What follows belongs to an exercise in optimizing a design on an open flow for small area; a production flow would make more cautious choices.
In this exercise RTL edits were held to simulation tests only and were not proved equivalent to the original.
The clock port is modelled as an ideal driver, which makes a skipped or thinned clock tree look cheaper than it is; a real chip needs a root buffer or a tree.
No activity file was given, so power comes from the tool's default toggle rates.

## irenc
module irenc (
    input  wire        clk,
    input  wire        rst,           
    input  wire        cmd_valid,
    output wire        cmd_ready,
    input  wire        cmd_proto,     
    input  wire        cfg_power,
    input  wire [2:0]  cfg_mode,
    input  wire [1:0]  cfg_fan,
    input  wire [7:0]  cfg_temp,
    input  wire        cfg_swing,
    input  wire        cfg_sleep,
    output wire        out_valid,
    input  wire        out_ready,
    output wire [15:0] out_data,
    output wire        out_last,
    output wire [8:0]  frm_count,
    output wire [7:0]  frm_freq
);
Size: about 310 cells after synthesis, roughly 32 flip-flops, roughly 57 I/O pins.
clock: 15.0 ns
lec_check: 0
abc_area: 1
cap_margin: 20
core_margin: 2
core_utilization: 40
slew_margin: 20
synth_memory_max_bits: 8192
standard.sh (not shown) runs the stock make flow with config.mk's settings and CLKGATE_MAP_FILE= SYNTH_SCRIPT=/design/flow/synth_recipe.tcl, a recipe that flattens the netlist after the stock synthesis.
==> flow/flow/run.sh <==
#!/bin/bash
# The standard layout with three changes:
#  - synthesis maps the logic with an area-only ABC script (flow/abc_area.script:
#    no gate upsizing or buffering, which a 15 ns clock does not need) and leaves
#    the adders to ABC instead of extracting half/full adder cells first;
#    registers, their names and cell types are those of the standard synthesis;
#  - the port buffers are sky130_fd_sc_hd__buf_1 cells;
#  - CTS uses small clock buffers and no dummy loads.
set -euo pipefail
cd "$(dirname "$0")/.."
W=$PWD

# synthesis scripts: ORFS's, with the two changes above
rm -rf "$W/own_scripts"
cp -r "$FLOW_HOME/scripts" "$W/own_scripts"
cp "$W/flow/abc_area.script" "$W/own_scripts/abc_area.script"
python3 - "$W/own_scripts/synth.tcl" <<'PY'
import sys
f = sys.argv[1]
s = open(f).read()
old = "if {\n  [env_var_exists_and_non_empty ADDER_MAP_FILE] &&"
assert s.count(old) == 1
s = s.replace(old, "if {\n  0 &&\n  [env_var_exists_and_non_empty ADDER_MAP_FILE] &&")
open(f, "w").write(s)
PY

SCRIPTS_DIR="$W/own_scripts" bash standard.sh synth > "$W/synth.log" 2>&1

export BUFFER_PORTS_ARGS="-buffer_cell sky130_fd_sc_hd__buf_1"
export CTS_ARGS="-sink_clustering_enable -repair_clock_nets -buf_list {sky130_fd_sc_hd__clkbuf_2 sky130_fd_sc_hd__clkbuf_4} -dont_use_dummy_load"
export SKIP_REPAIR_TIE_FANOUT=1
bash standard.sh > "$W/layout.log" 2>&1
==> flow/flow/abc_area.script <==
strash
dch -f
amap
topo
Change:
--- a/flow/flow/run.sh
+++ b/flow/flow/run.sh
@@ -28,5 +28,5 @@
 
 export BUFFER_PORTS_ARGS="-buffer_cell sky130_fd_sc_hd__buf_1"
-export CTS_ARGS="-sink_clustering_enable -repair_clock_nets -buf_list {sky130_fd_sc_hd__clkbuf_2 sky130_fd_sc_hd__clkbuf_4} -dont_use_dummy_load"
+export CTS_ARGS="-sink_clustering_enable -sink_clustering_size 40 -sink_clustering_max_diameter 400 -repair_clock_nets -buf_list {sky130_fd_sc_hd__clkbuf_16} -dont_use_dummy_load"
 export SKIP_REPAIR_TIE_FANOUT=1
 bash standard.sh > "$W/layout.log" 2>&1
Effect: Die area is unchanged. Sequential cell count does not change. Register-to-register slack loses 0.03 ns. First-iteration DRC count grows by about 5%. Wire length grows by about 1.9%. Non-clock buffer count stays the same. Combinational power hardly moves. Power grows by about 17%.

Setup of umber:
irenc, a different RTL version from the one above (not shown whole).
Size in the first run: roughly 280 cells after synthesis, ~32 flip-flops, about 57 I/O pins.
## irenc
module irenc (
    input  wire        clk,
    input  wire        rst,           
    input  wire        cmd_valid,
    output wire        cmd_ready,
    input  wire        cmd_proto,     
    input  wire        cfg_power,
    input  wire [2:0]  cfg_mode,
    input  wire [1:0]  cfg_fan,
    input  wire [7:0]  cfg_temp,
    input  wire        cfg_swing,
    input  wire        cfg_sleep,
    output wire        out_valid,
    input  wire        out_ready,
    output wire [15:0] out_data,
    output wire        out_last,
    output wire [8:0]  frm_count,
    output wire [7:0]  frm_freq
);
    reg  [2:0] phase;
    reg  [7:0] p;         
    reg  [1:0] k;         
    reg        cur;       
    reg  [3:0] c;         
    reg       proto;
    reg       power;
    reg [2:0] mode;
    reg [1:0] fan;
    reg [4:0] temp;
    reg       swing;
    reg       sleep;
    wire idle = ~phase[2] & ~phase[1];
    wire pre  = ~phase[2] & phase[1];
    wire tail = (phase == 3'd7);
    assign cmd_ready = idle;
    always @(posedge clk) begin
        if (idle) begin
            proto <= cmd_proto;
            power <= cfg_power;
            mode  <= cfg_mode;
            fan   <= cfg_fan;
            temp  <= cfg_temp[4:0];
            swing <= cfg_swing;
            sleep <= cfg_sleep;
        end
    end
    reg [2:0] mode_o;
    always @(*) begin
        case (mode)
            3'd0:    mode_o = 3'b001;
            3'd1:    mode_o = 3'b010;
            3'd2:    mode_o = 3'b101;
            3'd3:    mode_o = 3'b100;
            3'd4:    mode_o = 3'b011;
            default: mode_o = 3'b000;
        endcase
    end
    wire [3:0]  temp15 = {temp[3] ^ (temp[2] & temp[1] & temp[0]),
                          temp[2] ^ (temp[1] & temp[0]),
                          temp[1] ^ temp[0],
  ...
export LEC_CHECK = 0
export ABC_AREA = 1
export CAP_MARGIN = 20
export CORE_MARGIN = 2
export CORE_UTILIZATION = 40
export SLEW_MARGIN = 20
export SYNTH_MEMORY_MAX_BITS = 8192
create_clock -name core_clock -period 15.0 [get_ports {clk}]
==> flow/flow/run.sh <==
#!/bin/bash
# The standard layout with these changes:
#  - synthesis maps the logic with an area-only ABC script (flow/abc_area.script:
#    no gate upsizing or buffering, which a 15 ns clock does not need) and leaves
#    the adders to ABC instead of extracting half/full adder cells first;
#    registers, their names and cell types are those of the standard synthesis;
#  - the port buffers are sky130_fd_sc_hd__buf_1 cells;
#  - CTS uses small clock buffers and no dummy loads;
#  - constant nets keep the single tie cell per value that synthesis makes.
set -euo pipefail
cd "$(dirname "$0")/.."
W=$PWD

# synthesis scripts: ORFS's, with the synthesis changes above
rm -rf "$W/own_scripts"
cp -r "$FLOW_HOME/scripts" "$W/own_scripts"
cp "$W/flow/abc_area.script" "$W/own_scripts/abc_area.script"
python3 - "$W/own_scripts/synth.tcl" <<'PY'
import sys
f = sys.argv[1]
s = open(f).read()
old = "if {\n  [env_var_exists_and_non_empty ADDER_MAP_FILE] &&"
assert s.count(old) == 1
s = s.replace(old, "if {\n  0 &&\n  [env_var_exists_and_non_empty ADDER_MAP_FILE] &&")
open(f, "w").write(s)
PY

SCRIPTS_DIR="$W/own_scripts" bash standard.sh synth > "$W/synth.log" 2>&1

export BUFFER_PORTS_ARGS="-buffer_cell sky130_fd_sc_hd__buf_1"
export CTS_ARGS="-sink_clustering_enable -repair_clock_nets -buf_list {sky130_fd_sc_hd__clkbuf_2 sky130_fd_sc_hd__clkbuf_4} -dont_use_dummy_load"
export SKIP_REPAIR_TIE_FANOUT=1
bash standard.sh > "$W/layout.log" 2>&1
==> flow/flow/abc_area.script <==
strash
dc2
dch
amap
topo
umber: flow completed, timing, DRC and antenna clean
Relative to umber, the following input files were edited for tundra:
Settings: an added GPL_TIMING_DRIVEN of 0.
-- flow/flow/run.sh --
<<< umber, line 7
#  - the port buffers are sky130_fd_sc_hd__buf_1 cells;
#  - CTS uses small clock buffers and no dummy loads;
#  - constant nets keep the single tie cell per value that synthesis makes.
set -euo pipefail
>>> tundra, line 7
#  - the port buffers are sky130_fd_sc_hd__buf_1 cells;
#  - instead of a clock tree, one clock buffer drives all the registers;
#  - constant nets keep the single tie cell per value that synthesis makes;
#  - the buffers synthesis puts on output nets are removed at floorplan, and
#    placement is not timing driven (GPL_TIMING_DRIVEN 0, in config.mk).
set -euo pipefail
<<< umber, line 29

export BUFFER_PORTS_ARGS="-buffer_cell sky130_fd_sc_hd__buf_1"
export CTS_ARGS="-sink_clustering_enable -repair_clock_nets -buf_list {sky130_fd_sc_hd__clkbuf_2 sky130_fd_sc_hd__clkbuf_4} -dont_use_dummy_load"
export SKIP_REPAIR_TIE_FANOUT=1
bash standard.sh > "$W/layout.log" 2>&1
>>> tundra, line 31

# clock: one clock buffer drives every register (the design has 32); the
# clock port drives that buffer alone
python3 - "$W/own_scripts/cts.tcl" "$W/flow/cts_one_buffer.tcl" <<'PY'
import sys
f = sys.argv[1]
s = open(f).read()
old = "log_cmd clock_tree_synthesis {*}$cts_args"
assert s.count(old) == 1
s = s.replace(old, "source {%s}" % sys.argv[2])
open(f, "w").write(s)
PY

export BUFFER_PORTS_ARGS="-buffer_cell sky130_fd_sc_hd__buf_1"
export SKIP_REPAIR_TIE_FANOUT=1
export REMOVE_ABC_BUFFERS=1
bash standard.sh place > "$W/place.log" 2>&1
SCRIPTS_DIR="$W/own_scripts" bash standard.sh cts > "$W/cts.log" 2>&1
bash standard.sh > "$W/layout.log" 2>&1
==> flow/flow/cts_one_buffer.tcl (new file) <==
# Clock distribution for a design with few registers: one clkbuf_16 between
# the clock port and all the clock pins, placed at the registers' centre.
set block [ord::get_db_block]
set clk_net [[$block findBTerm clk] getNet]
set xs 0
set ys 0
set n 0
foreach it [$clk_net getITerms] {
  lassign [[$it getInst] getLocation] x y
  set xs [expr {$xs + $x}]
  set ys [expr {$ys + $y}]
  incr n
}
set dbu [$block getDbUnitsPerMicron]
set cx [expr {double($xs) / $n / $dbu}]
set cy [expr {double($ys) / $n / $dbu}]
puts "clock: $n sinks, buffer at ($cx, $cy)"
insert_buffer -buffer_cell sky130_fd_sc_hd__clkbuf_16 -net [$clk_net getName] \
  -location [list $cx $cy] -buffer_name clkbuf_root -net_name clk_root
set_propagated_clock [all_clocks]
==> comparison <==
Between tundra and umber, it is tundra whose first-pass GRT wire length is higher, by 340 um. Comparing tundra and umber, the higher vias after detailed routing is on tundra. Changes observed in tundra relative to umber: final critical path time including I/O delays and setup fell 0.16 ns, worst hold slack went up by 0.018 ns, total power -2.0%.
[inputs] fjord vs tundra
Settings: removing GPL_TIMING_DRIVEN (formerly 0).
-- flow/flow/run.sh --
<<< tundra, line 8
#  - instead of a clock tree, one clock buffer drives all the registers;
#  - constant nets keep the single tie cell per value that synthesis makes;
#  - the buffers synthesis puts on output nets are removed at floorplan, and
#    placement is not timing driven (GPL_TIMING_DRIVEN 0, in config.mk).
set -euo pipefail
>>> fjord, line 8
#  - instead of a clock tree, one clock buffer drives all the registers;
#  - constant nets keep the single tie cell per value that synthesis makes.
set -euo pipefail
<<< tundra, line 45
export SKIP_REPAIR_TIE_FANOUT=1
export REMOVE_ABC_BUFFERS=1
bash standard.sh place > "$W/place.log" 2>&1
>>> fjord, line 43
export SKIP_REPAIR_TIE_FANOUT=1
bash standard.sh place > "$W/place.log" 2>&1
[summary]
Pin slew with the least headroom to its limit is lower on tundra
Side by side, sum of routed wire segments on met1 turned out lower in fjord than in tundra.
fjord -> tundra: post-layout instance area flat
fjord — detailed placement HPWL 1.9% lower, tundra as reference
Changes observed in fjord relative to tundra: first-iteration DRC count +11, final period utilization level, minimum clock period after layout fell 0.018 ns, total global-route track usage -1.1 points, worst slew margin relative to its limit decreased by 0.51 points relative to the old numbers.
On footprint of the multi-input gates, fjord and tundra are basically level.
fjord vs tundra: via count down slightly
The following lists how harbor was set up differently from fjord:
Settings: SLEW_MARGIN: 20 -> 0; GPL_TIMING_DRIVEN: unset -> 0; CAP_MARGIN: 20 -> 0.
-- flow/flow/run.sh --
<<< fjord, line 7
#  - the port buffers are sky130_fd_sc_hd__buf_1 cells;
#  - instead of a clock tree, one clock buffer drives all the registers;
#  - constant nets keep the single tie cell per value that synthesis makes.
>>> harbor, line 7
#  - the port buffers are sky130_fd_sc_hd__buf_1 cells;
#  - CTS uses small clock buffers and no dummy loads;
#  - constant nets keep the single tie cell per value that synthesis makes.
<<< fjord, line 29

# clock: one clock buffer drives every register (the design has 32); the
# clock port drives that buffer alone
python3 - "$W/own_scripts/cts.tcl" "$W/flow/cts_one_buffer.tcl" <<'PY'
import sys
f = sys.argv[1]
s = open(f).read()
old = "log_cmd clock_tree_synthesis {*}$cts_args"
assert s.count(old) == 1
s = s.replace(old, "source {%s}" % sys.argv[2])
open(f, "w").write(s)
PY

export BUFFER_PORTS_ARGS="-buffer_cell sky130_fd_sc_hd__buf_1"
export SKIP_REPAIR_TIE_FANOUT=1
bash standard.sh place > "$W/place.log" 2>&1
SCRIPTS_DIR="$W/own_scripts" bash standard.sh cts > "$W/cts.log" 2>&1
bash standard.sh > "$W/layout.log" 2>&1
>>> harbor, line 29

export BUFFER_PORTS_ARGS="-buffer_cell sky130_fd_sc_hd__buf_1"
export CTS_ARGS="-sink_clustering_enable -repair_clock_nets -buf_list {sky130_fd_sc_hd__clkbuf_2 sky130_fd_sc_hd__clkbuf_4} -dont_use_dummy_load"
export SKIP_REPAIR_TIE_FANOUT=1
bash standard.sh > "$W/layout.log" 2>&1
removed: flow/flow/cts_one_buffer.tcl
==> comparison <==
Every run (fjord and harbor) finished clean.
Across both runs, fraction of power spent switching nets was lower for harbor than for fjord.
Going from fjord to harbor, summed area of non-filler cells in the final layout moved up, met1 layer wirelength in the final routing has decreased.
The relative max-transition margin reported for harbor is greater than that of fjord by 2.9 points.
In the reports for fjord and harbor, the smaller final setup slack of the worst path belongs to harbor.
Compared with fjord, harbor is the more power-hungry design.
Diff harbor..fjord | number of max-capacitance violations reported | unchanged
Relative to fjord, global-route usage has increased by 1.0 points in harbor.
In tundra and fjord the design's own scripts or RTL, not TritonCTS, make the clock network.

port drivers added, routing unchanged:
The results above use ideal ports. As a check the final layouts listed here were re-extracted and re-timed, cells and wires unchanged.
Step 1 (the two cells are an assumption about what drives the block):
set clk [get_ports {clk}]
set_driving_cell -lib_cell sky130_fd_sc_hd__clkbuf_16 $clk
set_driving_cell -lib_cell sky130_fd_sc_hd__buf_2 [delete_from_list [all_inputs] $clk]
Step 2 moves the port delays by t, midway between the first and last clock arrival at a register: inputs arrive t later, outputs are due t later. That takes back most of the time a late clock gives input paths.
a / b / c = no drivers / after step 1 / after step 2; a / b = the first two.
run | t, ns | slack for setup (ns) | hold WS [ns] | slew at the worst register clock pin (ns)
the first run of note 1 | 0.341 | 8.302 / 8.276 / 8.617 | 0.513 / 0.513 / 0.513 | 0.11 / 0.11
the second run of note 1 | 0.300 | 8.328 / 8.295 / 8.596 | 0.506 / 0.506 / 0.506 | 0.05 / 0.05
umber | 0.355 | 8.504 / 8.478 / 8.833 | 0.487 / 0.487 / 0.487 | 0.11 / 0.11
tundra | 0.208 | 8.660 / 8.629 / 8.836 | 0.505 / 0.505 / 0.505 | 0.12 / 0.12
fjord | 0.209 | 8.679 / 8.647 / 8.857 | 0.493 / 0.493 / 0.493 | 0.12 / 0.12
harbor | 0.352 | 8.591 / 8.566 / 8.918 | 0.492 / 0.492 / 0.492 | 0.10 / 0.10
After both steps setup and hold are still met in every run listed.
